This design comes from an exercise in tuning for small area, a short achievable clock period and few clock cycles per item on the open sky130 flow, not from production work. Where RTL was checked, it was by simulation tests only, not by an equivalence proof against the original. Power and IR drop assume default switching activity.

==> module map_unit, before the edit <==
module map_unit (
    input  wire        clk,
    input  wire        rst,
    input  wire        in_valid,
    output wire        in_ready,
    input  wire [15:0] isize,     
    input  wire [15:0] osize,     
    output reg         out_valid,
    output reg  [15:0] out_idx,
    output reg  [15:0] out_fnum,
    output reg         out_last,
    output reg         out_err
);
    reg         busy;           
    assign in_ready = ~busy;
    reg         div;            
    reg         p2;             
    reg         dvl, dvh;       
    reg         b;              
    reg  [15:0] q;              
    reg  [15:0] r;              
    reg  [15:0] nd;             
    reg  [15:0] cnt;            
    function [31:0] skl16;
        input [15:0] a, bb;
        reg   [15:0] g, p;
        integer l, j, m;
        begin
            g = a & bb;
            p = a ^ bb;
            for (l = 0; l < 4; l = l + 1)
                for (j = 0; j < 16; j = j + 1)
                    if ((j >> l) & 1) begin
                        m = ((j >> l) << l) - 1;
                        g[j] = g[j] | (p[j] & g[m]);
                        p[j] = p[j] & p[m];
                    end
            skl16 = {g, p};
        end
    endfunction
    wire [16:0] x   = {dvh ? out_fnum[15:8] : {1'b0, out_fnum[15:9]},
                       dvl ? {out_fnum[7:0], b} : out_fnum[8:0]};
    wire [17:0] t   = {1'b0, x} + {2'b01, nd} + 18'd1;    
    wire        c   = t[17];                              
    wire [31:0] sgp = skl16(out_fnum, r);
    wire [15:0] s   = (out_fnum ^ r) ^ {sgp[30:16], 1'b0};
    wire [15:0] z   = {dvh ? x[15:8] : s[15:8], dvl ? x[7:0] : s[7:0]};
    wire [15:0] fn  = c ? t[15:0] : z;
    wire [31:0] igp = skl16(out_idx, q);
    wire [15:0] ipx = out_idx ^ q;
    wire [15:0] ix0 = ipx ^ {igp[30:16], 1'b0};
    wire [15:0] ix1 = ipx ^ {igp[30:16] | igp[14:0], 1'b1};
    wire [15:0] ix  = c ? ix1 : ix0;           
    wire [15:0] above;                         
    assign above[15] = 1'b0;
    genvar k;
    generate
        for (k = 14; k >= 0; k = k - 1) begin : g_above
            assign above[k] = above[k+1] | r[k+1];
        end
    endgenerate
    wire [15:0] ptr = r & ~above;
    wire        bn  = |(q & {1'b0, ptr[15:1]});      
    wire        div_done = ~|r[15:1];
    wire        last_next = (cnt == 16'd2);
    reg  [15:0] cdec;
    reg         zb;
    integer m;
    always @(*) begin
        zb = 1'b1;
        for (m = 0; m < 16; m = m + 1) begin
            cdec[m] = cnt[m] ^ zb;
            zb      = zb & ~cnt[m];
        end
    end
    wire        in_zero = (isize == 16'd0) || (osize == 16'd0);
    wire        in_last = in_zero || (osize[15:1] == 15'd0);
    always @(posedge clk) begin
        if (rst) begin
            busy      <= 1'b0;
            div       <= 1'b0;
            p2        <= 1'b0;
            dvl       <= 1'b0;
            dvh       <= 1'b0;
            out_valid <= 1'b0;
        end else if (!busy) begin
            out_valid <= in_valid;
            busy      <= in_valid;
            div       <= 1'b1;
            p2        <= 1'b0;
            dvl       <= 1'b1;
            dvh       <= 1'b1;
        end else if (div) begin
            out_valid <= div_done & ~out_last;
            if (out_last) begin
                busy     <= 1'b0;
                div      <= 1'b0;
                dvl      <= 1'b0;
                dvh      <= 1'b0;
            end else if (div_done) begin
                div      <= 1'b0;
                p2       <= ~last_next;
                dvl      <= ~last_next;
                dvh      <= ~last_next;
                busy     <= ~last_next;
            end
        end else begin
            out_valid <= 1'b1;
            p2        <= 1'b0;
            dvl       <= 1'b0;
            dvh       <= 1'b0;
            busy      <= ~last_next;
        end
    end
    integer i;
    always @(posedge clk) begin
        if (!busy) begin
            out_idx  <= 16'd0;
            out_fnum <= 16'd0;
            out_last <= in_last;
            out_err  <= in_zero;
            b        <= 1'b1;              
            q        <= isize;
            r        <= isize;
            nd       <= ~osize;
            cnt      <= osize;
        end else if (div) begin
            for (i = 0; i < 16; i = i + 1)
                if (ptr[i]) begin
                    q[i]       <= c;
                    out_idx[i] <= c;
                end
            b        <= bn;
            r        <= div_done ? nd : {1'b0, r[15:1]};
            out_fnum <= fn;
            if (div_done) begin
                out_last <= last_next;
                cnt      <= cdec;
            end
        end else begin
            out_idx  <= ix;
            out_fnum <= fn;
            out_last <= last_next;
            cnt      <= cdec;
            if (p2) begin
                r  <= out_fnum;
                nd <= s;
            end
        end
    end
endmodule
export LEC_CHECK = 0
export CAP_MARGIN = 20
export CORE_MARGIN = 2
export CORE_UTILIZATION = 40
export SLEW_MARGIN = 20
create_clock -name core_clock -period 10.0 [get_ports {clk}]
standard.sh (not shown) runs the stock make flow with config.mk's settings and CLKGATE_MAP_FILE= SYNTH_SCRIPT=/design/flow/synth_recipe.tcl, a recipe that flattens the netlist after the stock synthesis.
==> flow/flow/run.sh <==
#!/bin/bash
set -euo pipefail
MARGIN=7
BUFCELL=sky130_fd_sc_hd__buf_2
sed -e 's/ SETUP_SLACK_MARGIN=[0-9.]*//' \
    -e "s/\"\${@:-finish}\"/SETUP_SLACK_MARGIN=$MARGIN BUFFER_PORTS_ARGS='-buffer_cell $BUFCELL' &/" \
    standard.sh > standard_margin.sh
bash standard_margin.sh > standard.log 2>&1
Change:
--- a/flow/design.v
+++ b/flow/design.v
@@ -3,5 +3,5 @@
     input  wire        rst,
     input  wire        in_valid,
-    output wire        in_ready,
+    output reg         in_ready,
     input  wire [15:0] isize,     
     input  wire [15:0] osize,     
@@ -13,5 +13,4 @@
 );
     reg         busy;           
-    assign in_ready = ~busy;
     reg         div;            
     reg         p2;             
@@ -47,8 +46,6 @@
     wire [15:0] z   = {dvh ? x[15:8] : s[15:8], dvl ? x[7:0] : s[7:0]};
     wire [15:0] fn  = c ? t[15:0] : z;
-    wire [31:0] igp = skl16(out_idx, q);
-    wire [15:0] ipx = out_idx ^ q;
-    wire [15:0] ix0 = ipx ^ {igp[30:16], 1'b0};
-    wire [15:0] ix1 = ipx ^ {igp[30:16] | igp[14:0], 1'b1};
+    wire [15:0] ix0 = out_idx + q;
+    wire [15:0] ix1 = ix0 + 16'd1;
     wire [15:0] ix  = c ? ix1 : ix0;           
     wire [15:0] above;                         
@@ -79,4 +76,5 @@
         if (rst) begin
             busy      <= 1'b0;
+            in_ready  <= 1'b1;
             div       <= 1'b0;
             p2        <= 1'b0;
@@ -87,4 +85,5 @@
             out_valid <= in_valid;
             busy      <= in_valid;
+            in_ready  <= ~in_valid;
             div       <= 1'b1;
             p2        <= 1'b0;
@@ -95,4 +94,5 @@
             if (out_last) begin
                 busy     <= 1'b0;
+                in_ready <= 1'b1;
                 div      <= 1'b0;
                 dvl      <= 1'b0;
@@ -104,4 +104,5 @@
                 dvh      <= ~last_next;
                 busy     <= ~last_next;
+                in_ready <= last_next;
             end
         end else begin
@@ -111,4 +112,5 @@
             dvh       <= 1'b0;
             busy      <= ~last_next;
+            in_ready  <= last_next;
         end
     end
What happened: Worst setup slack loses 0.17 ns. Sequential share of layout area came out lower by 0.74 points. Core utilization came out lower by 0.68 points. Final cell count climbs by a few percent. Fmax drops by a few percent. Via count goes up slightly. Global-route usage came out lower by 2.0 points. Worst hold slack gets worse by 0.068 ns. Non-clock buffer count went down by 18. Clock power increases slightly. Cell area climbs by a few percent. Total power is higher by well over a third. Clock-buffer cell count is unchanged. Clock skew barely changes.
Function was not checked in any run of this note: the RTL went through the layout flow alone.

---

## job 101
The RTL this note starts from:
==> flow/design.v <==
module map_unit (
    input  wire        clk,
    input  wire        rst,
    input  wire        in_valid,
    output reg         in_ready,
    input  wire [15:0] isize,     
    input  wire [15:0] osize,     
    output reg         out_valid,
    output reg  [15:0] out_idx,
    output reg  [15:0] out_fnum,
    output reg         out_last,
    output reg         out_err
);
    reg         busy;           
    reg         div;            
    reg         p2;             
    reg         dvl, dvh;       
    reg         b;              
    reg  [15:0] q;              
    reg  [15:0] r;              
    reg  [15:0] nd;             
    reg  [15:0] cnt;            
    function [31:0] skl16;
        input [15:0] a, bb;
        reg   [15:0] g, p;
        integer l, j, m;
        begin
            g = a & bb;
            p = a ^ bb;
            for (l = 0; l < 4; l = l + 1)
                for (j = 0; j < 16; j = j + 1)
                    if ((j >> l) & 1) begin
                        m = ((j >> l) << l) - 1;
                        g[j] = g[j] | (p[j] & g[m]);
                        p[j] = p[j] & p[m];
                    end
            skl16 = {g, p};
        end
    endfunction
    wire [16:0] x   = {dvh ? out_fnum[15:8] : {1'b0, out_fnum[15:9]},
                       dvl ? {out_fnum[7:0], b} : out_fnum[8:0]};
    wire [17:0] t   = {1'b0, x} + {2'b01, nd} + 18'd1;    
    wire        c   = t[17];                              
    wire [31:0] sgp = skl16(out_fnum, r);
    wire [15:0] s   = (out_fnum ^ r) ^ {sgp[30:16], 1'b0};
    wire [15:0] z   = {dvh ? x[15:8] : s[15:8], dvl ? x[7:0] : s[7:0]};
    wire [15:0] fn  = c ? t[15:0] : z;
    wire [31:0] igp = skl16(out_idx, q);
    wire [15:0] icy = {igp[30:16] | (igp[14:0] & {15{c}}), c};
    wire [15:0] ix  = (out_idx ^ q) ^ icy;     
    wire [15:0] above;                         
    assign above[15] = 1'b0;
    genvar k;
    generate
        for (k = 14; k >= 0; k = k - 1) begin : g_above
            assign above[k] = above[k+1] | r[k+1];
        end
    endgenerate
    wire [15:0] ptr = r & ~above;
    wire        bn  = |(q & {1'b0, ptr[15:1]});      
    wire        div_done = ~|r[15:1];
    wire        last_next = (cnt == 16'd2);
    reg  [15:0] cdec;
    reg         zb;
    integer m;
    always @(*) begin
        zb = 1'b1;
        for (m = 0; m < 16; m = m + 1) begin
            cdec[m] = cnt[m] ^ zb;
            zb      = zb & ~cnt[m];
        end
    end
    wire        in_zero = (isize == 16'd0) || (osize == 16'd0);
    wire        in_last = in_zero || (osize[15:1] == 15'd0);
    always @(posedge clk) begin
        if (rst) begin
            busy      <= 1'b0;
            in_ready  <= 1'b1;
            div       <= 1'b0;
            p2        <= 1'b0;
            dvl       <= 1'b0;
            dvh       <= 1'b0;
            out_valid <= 1'b0;
        end else if (!busy) begin
            out_valid <= in_valid;
            busy      <= in_valid;
            in_ready  <= ~in_valid;
            div       <= 1'b1;
            p2        <= 1'b0;
            dvl       <= 1'b1;
            dvh       <= 1'b1;
        end else if (div) begin
            out_valid <= div_done & ~out_last;
            if (out_last) begin
                busy     <= 1'b0;
                in_ready <= 1'b1;
                div      <= 1'b0;
                dvl      <= 1'b0;
                dvh      <= 1'b0;
            end else if (div_done) begin
                div      <= 1'b0;
                p2       <= ~last_next;
                dvl      <= ~last_next;
                dvh      <= ~last_next;
                busy     <= ~last_next;
                in_ready <= last_next;
            end
        end else begin
            out_valid <= 1'b1;
            p2        <= 1'b0;
            dvl       <= 1'b0;
            dvh       <= 1'b0;
            busy      <= ~last_next;
            in_ready  <= last_next;
        end
    end
    integer i;
    always @(posedge clk) begin
        if (!busy) begin
            out_idx  <= 16'd0;
            out_fnum <= 16'd0;
            out_last <= in_last;
            out_err  <= in_zero;
            b        <= 1'b1;              
            q        <= isize;
            r        <= isize;
            nd       <= ~osize;
            cnt      <= osize;
        end else if (div) begin
            for (i = 0; i < 16; i = i + 1)
                if (ptr[i]) begin
                    q[i]       <= c;
                    out_idx[i] <= c;
                end
            b        <= bn;
            r        <= div_done ? nd : {1'b0, r[15:1]};
            out_fnum <= fn;
            if (div_done) begin
                out_last <= last_next;
                cnt      <= cdec;
            end
        end else begin
            out_idx  <= ix;
            out_fnum <= fn;
            out_last <= last_next;
            cnt      <= cdec;
            if (p2) begin
                r  <= out_fnum;
                nd <= s;
            end
        end
    end
endmodule
Settings: LEC_CHECK=0, CAP_MARGIN=20, CORE_MARGIN=2, CORE_UTILIZATION=40, SLEW_MARGIN=20; clock period 10.0 ns.
Scripts as last shown in full above: flow/flow/run.sh
Job 101: flow completed, timing, DRC and antenna clean
The inputs of job 104 differ from those of job 101 as listed below.
--- a/flow/design.v
+++ b/flow/design.v
@@ -46,8 +46,10 @@
     wire [15:0] z   = {dvh ? x[15:8] : s[15:8], dvl ? x[7:0] : s[7:0]};
     wire [15:0] fn  = c ? t[15:0] : z;
     wire [31:0] igp = skl16(out_idx, q);
-    wire [15:0] icy = {igp[30:16] | (igp[14:0] & {15{c}}), c};
-    wire [15:0] ix  = (out_idx ^ q) ^ icy;     
+    wire [15:0] ipx = out_idx ^ q;
+    wire [15:0] ix0 = ipx ^ {igp[30:16], 1'b0};
+    wire [15:0] ix1 = ipx ^ {igp[30:16] | igp[14:0], 1'b1};
+    wire [15:0] ix  = c ? ix1 : ix0;           
     wire [15:0] above;                         
     assign above[15] = 1'b0;
     genvar k;
==> comparison <==
Job 101 → job 104: first-pass GRT wire length saw a decrease; via count -about 0.7%.
Power density over the cells went down by more than a quarter going from job 101 to job 104.
Job 104 ended up with a lower fraction of area in clock buffers and inverters than job 101 did.
Sort job 104 and job 101 by cell count after synthesis, ascending, and job 101 comes first.
As of job 104, tap cell count had risen slightly compared to job 101.
Die size: job 104 exceeds job 101
Compound-gate portion of the synthesized area: job 104 and job 101 compared, lower one is job 104
The clock slew seen by the registers of the worst setup and hold paths was comparable across job 104 and job 101.
Job 104 vs. job 101: setup slack went up by 0.080 ns.
The run showing the smaller number of cells on the worst reg-to-reg path is job 101.
Testbench counts of job 104, summed over its fixed seeds: cycles 12,028, items 10,186.
Function not checked in job 101: the RTL went through the layout flow alone.

---

Another version of the RTL of map_unit (not shown whole).
Size: about 820 cells after synthesis, ~110 flip-flops, about 71 I/O pins.
==> module map_unit, before the edit <==
module map_unit (
    input  wire        clk,
    input  wire        rst,
    input  wire        in_valid,
    output reg         in_ready,
    input  wire [15:0] isize,     
    input  wire [15:0] osize,     
    output reg         out_valid,
    output reg  [15:0] out_idx,
    output reg  [15:0] out_fnum,
    output reg         out_last,
    output reg         out_err
);
    reg         busy;           
    reg         div;            
    reg         p2;             
    reg         dvl, dvh;       
    reg  [4:0]  nz;             
    reg         b;              
    reg  [3:0]  step;           
    reg  [15:0] q;              
    reg  [15:0] r;              
    reg  [15:0] nd;             
    reg  [15:0] cnt;            
    wire [16:0] x   = {dvh ? out_fnum[15:8] : {1'b0, out_fnum[15:9]},
                       dvl ? {out_fnum[7:0], b} : out_fnum[8:0]};
    wire [17:0] t   = {1'b0, x} + {2'b01, nd} + 18'd1;    
    wire        c   = t[17];                              
    wire [15:0] s   = out_fnum + r;
    wire [15:0] z   = {dvh ? x[15:8] : s[15:8], dvl ? x[7:0] : s[7:0]};
    wire [15:0] fn  = c ? t[15:0] : z;
    wire [15:0] ix0 = out_idx + q;
    wire [15:0] ix1 = ix0 + 16'd1;
    wire [15:0] ix  = c ? ix1 : ix0;           
    wire [15:0] sh  = {{4{nz[4]}}, {2{nz[3]}}, {2{nz[2]}}, {2{nz[1]}},
                       {2{nz[0]}}, 4'b1111};
    wire [15:0] qn  = (sh & {q[14:0], c}) | (~sh & q);
    wire        bn  = nz[4] ? q[14] : nz[3] ? q[10] : nz[2] ? q[8] :
                      nz[1] ? q[6]  : nz[0] ? q[4]  : q[2];
    wire        last_next = (cnt == 16'd2);
    wire        div_done  = (step == 4'd0);
    wire        in_zero = (isize == 16'd0) || (osize == 16'd0);
    wire        in_last = in_zero || (osize[15:1] == 15'd0);
    wire [4:0]  in_nz   = {|isize[15:12], |isize[15:10], |isize[15:8],
                           |isize[15:6], |isize[15:4]};
    always @(posedge clk) begin
        if (rst) begin
            busy      <= 1'b0;
            in_ready  <= 1'b1;
            div       <= 1'b0;
            p2        <= 1'b0;
            dvl       <= 1'b0;
            dvh       <= 1'b0;
            out_valid <= 1'b0;
        end else if (!busy) begin
            out_valid <= in_valid;
            busy      <= in_valid;
            in_ready  <= ~in_valid;
            div       <= 1'b1;
            p2        <= 1'b0;
            dvl       <= 1'b1;
            dvh       <= 1'b1;
        end else if (div) begin
            out_valid <= div_done & ~out_last;
            if (out_last) begin
                busy     <= 1'b0;
                in_ready <= 1'b1;
                div      <= 1'b0;
                dvl      <= 1'b0;
                dvh      <= 1'b0;
            end else if (div_done) begin
                div      <= 1'b0;
                p2       <= ~last_next;
                dvl      <= ~last_next;
                dvh      <= ~last_next;
                busy     <= ~last_next;
                in_ready <= last_next;
            end
        end else begin
            out_valid <= 1'b1;
            p2        <= 1'b0;
            dvl       <= 1'b0;
            dvh       <= 1'b0;
            busy      <= ~last_next;
            in_ready  <= last_next;
        end
    end
    always @(posedge clk) begin
        if (!busy) begin
            out_idx  <= 16'd0;
            out_fnum <= 16'd0;
            out_last <= in_last;
            out_err  <= in_zero;
            nz       <= in_nz;
            b        <= in_nz[4] ? isize[15] : in_nz[3] ? isize[11] :
                        in_nz[2] ? isize[9]  : in_nz[1] ? isize[7]  :
                        in_nz[0] ? isize[5]  : isize[3];
            step     <= in_nz[4] ? 4'd15 : in_nz[3] ? 4'd11 : in_nz[2] ? 4'd9 :
                        in_nz[1] ? 4'd7  : in_nz[0] ? 4'd5  : 4'd3;
            q        <= isize;
            r        <= ~osize;
            nd       <= ~osize;
            cnt      <= osize;
        end else if (div) begin
            step     <= step - 4'd1;
            b        <= ~div_done & bn;
            q        <= qn;
            out_idx  <= qn;
            out_fnum <= fn;
            if (div_done) begin
                out_last <= last_next;
                cnt      <= cnt - 16'd1;
            end
        end else begin
            out_idx  <= ix;
            out_fnum <= fn;
            out_last <= last_next;
            cnt      <= cnt - 16'd1;
            if (p2) begin
                r  <= out_fnum;
                nd <= s;
            end
        end
    end
endmodule
export LEC_CHECK = 0
export CAP_MARGIN = 20
export CORE_MARGIN = 2
export CORE_UTILIZATION = 40
export SETUP_SLACK_MARGIN = 5
export SLEW_MARGIN = 20
create_clock -name core_clock -period 10.0 [get_ports {clk}]
==> flow/flow/run.sh <==
#!/bin/bash
set -euo pipefail
sed 's/SETUP_SLACK_MARGIN=[0-9.]*/SETUP_SLACK_MARGIN=7/' standard.sh > standard_margin.sh
bash standard_margin.sh > standard.log 2>&1
Then changed:
--- a/flow/design.v
+++ b/flow/design.v
@@ -12,40 +12,36 @@
     output reg         out_err
 );
     reg         busy;           
     reg         div;            
     reg         p2;             
     reg         dvl, dvh;       
-    reg  [4:0]  nz;             
-    reg         b;              
+    reg         short;          
     reg  [3:0]  step;           
     reg  [15:0] q;              
     reg  [15:0] r;              
     reg  [15:0] nd;             
     reg  [15:0] cnt;            
+    wire        bit_in = short ? q[7] : q[15];
     wire [16:0] x   = {dvh ? out_fnum[15:8] : {1'b0, out_fnum[15:9]},
-                       dvl ? {out_fnum[7:0], b} : out_fnum[8:0]};
+                       dvl ? {out_fnum[7:0], div & bit_in} : out_fnum[8:0]};
     wire [17:0] t   = {1'b0, x} + {2'b01, nd} + 18'd1;    
     wire        c   = t[17];                              
     wire [15:0] s   = out_fnum + r;
     wire [15:0] z   = {dvh ? x[15:8] : s[15:8], dvl ? x[7:0] : s[7:0]};
     wire [15:0] fn  = c ? t[15:0] : z;
+    wire [15:0] qn  = short ? {q[15:8], q[6:0], c} : {q[14:0], c};
     wire [15:0] ix0 = out_idx + q;
     wire [15:0] ix1 = ix0 + 16'd1;
-    wire [15:0] ix  = c ? ix1 : ix0;           
-    wire [15:0] sh  = {{4{nz[4]}}, {2{nz[3]}}, {2{nz[2]}}, {2{nz[1]}},
-                       {2{nz[0]}}, 4'b1111};
-    wire [15:0] qn  = (sh & {q[14:0], c}) | (~sh & q);
-    wire        bn  = nz[4] ? q[14] : nz[3] ? q[10] : nz[2] ? q[8] :
-                      nz[1] ? q[6]  : nz[0] ? q[4]  : q[2];
+    wire [15:0] i0  = p2 ? {q[14:0], 1'b0} : ix0;
+    wire [15:0] i1  = p2 ? {q[14:0], 1'b1} : ix1;
+    wire [15:0] ix  = c ? i1 : i0;
     wire        last_next = (cnt == 16'd2);
-    wire        div_done  = (step == 4'd0);
+    wire        div_done  = (step[2:0] == 3'd0) & (short | ~step[3]);
     wire        in_zero = (isize == 16'd0) || (osize == 16'd0);
     wire        in_last = in_zero || (osize[15:1] == 15'd0);
-    wire [4:0]  in_nz   = {|isize[15:12], |isize[15:10], |isize[15:8],
-                           |isize[15:6], |isize[15:4]};
     always @(posedge clk) begin
         if (rst) begin
             busy      <= 1'b0;
             in_ready  <= 1'b1;
             div       <= 1'b0;
             p2        <= 1'b0;
@@ -88,25 +84,20 @@
     always @(posedge clk) begin
         if (!busy) begin
             out_idx  <= 16'd0;
             out_fnum <= 16'd0;
             out_last <= in_last;
             out_err  <= in_zero;
-            nz       <= in_nz;
-            b        <= in_nz[4] ? isize[15] : in_nz[3] ? isize[11] :
-                        in_nz[2] ? isize[9]  : in_nz[1] ? isize[7]  :
-                        in_nz[0] ? isize[5]  : isize[3];
-            step     <= in_nz[4] ? 4'd15 : in_nz[3] ? 4'd11 : in_nz[2] ? 4'd9 :
-                        in_nz[1] ? 4'd7  : in_nz[0] ? 4'd5  : 4'd3;
+            short    <= (isize[15:8] == 8'd0);
             q        <= isize;
+            step     <= 4'd15;
             r        <= ~osize;
             nd       <= ~osize;
             cnt      <= osize;
         end else if (div) begin
             step     <= step - 4'd1;
-            b        <= ~div_done & bn;
             q        <= qn;
             out_idx  <= qn;
             out_fnum <= fn;
             if (div_done) begin
                 out_last <= last_next;
                 cnt      <= cnt - 16'd1;
Sequential share of layout area is lower by 0.27 points.
Routed wire length is about the same.
Hold slack is about the same.
Fmax is lower by 0.65%.
Global-route usage is higher by 0.65 points.
Die area is lower by 2.9%.
Critical path depth is lower by 7.
Count of clock-buffer cells in the layout is lower by 14.
Synthesized cell count is lower by 1.3%.
Setup slack is worse by 22 ps.
Total power is lower by 24%.
Combinational power is lower by 25%.
Area after synthesis is lower by 3.0%.
Cell count is lower by 3.5%.
Testbench counts after the change, summed over its fixed seeds: cycles 12,864, items 10,186.
No functional check of the RTL was part of the first run of this note.

-- static timing again, ports no longer ideal --
How much do the figures lean on ideal ports? The routed layouts below were timed once more, with nothing changed but the port constraints.
Step 1: set_driving_cell puts a clkbuf_16 on clk and a buf_2 on each other input, an assumption about the parent block.
Step 2 adds t to the input delays and takes it off the output delays; t is the mean of the earliest and latest rising clock arrival at the registers after step 1. Input paths then give back, and output paths get back, about the clock's delay inside the block.
Three values: no drivers, after step 1, after step 2; two values: the first two.
| run | t, ns | slack for setup (ns) | hold slack, ns | worst setup path after step 2 | worst register clock-pin slew, ns |
|---|---|---|---|---|---|
| the first run of note 1 | 0.404 | 6.952 / 6.952 / 6.611 | 0.546 / 0.546 / 0.546 | input to register | 0.08 / 0.08 |
| the second run of note 1 | 0.407 | 6.787 / 6.787 / 6.647 | 0.478 / 0.478 / 0.478 | input to register | 0.08 / 0.08 |
| job 101 | 0.403 | 6.863 / 6.863 / 6.692 | 0.481 / 0.481 / 0.481 | input to register | 0.08 / 0.08 |
| job 104 | 0.407 | 6.943 / 6.943 / 6.675 | 0.519 / 0.519 / 0.519 | input to register | 0.08 / 0.08 |
| the first run of note 3 | 0.453 | 6.630 / 6.639 / 6.186 | 0.471 / 0.471 / 0.471 | input to register | 0.06 / 0.06 |
| the second run of note 3 | 0.400 | 6.608 / 6.566 / 6.612 | 0.468 / 0.468 / 0.468 | register to register | 0.08 / 0.08 |
After both steps setup and hold are still met in every run listed. For the first run of note 3, which loses most, drivers alone change the setup slack by +0.009 ns; drivers and shift together by -0.444 ns.
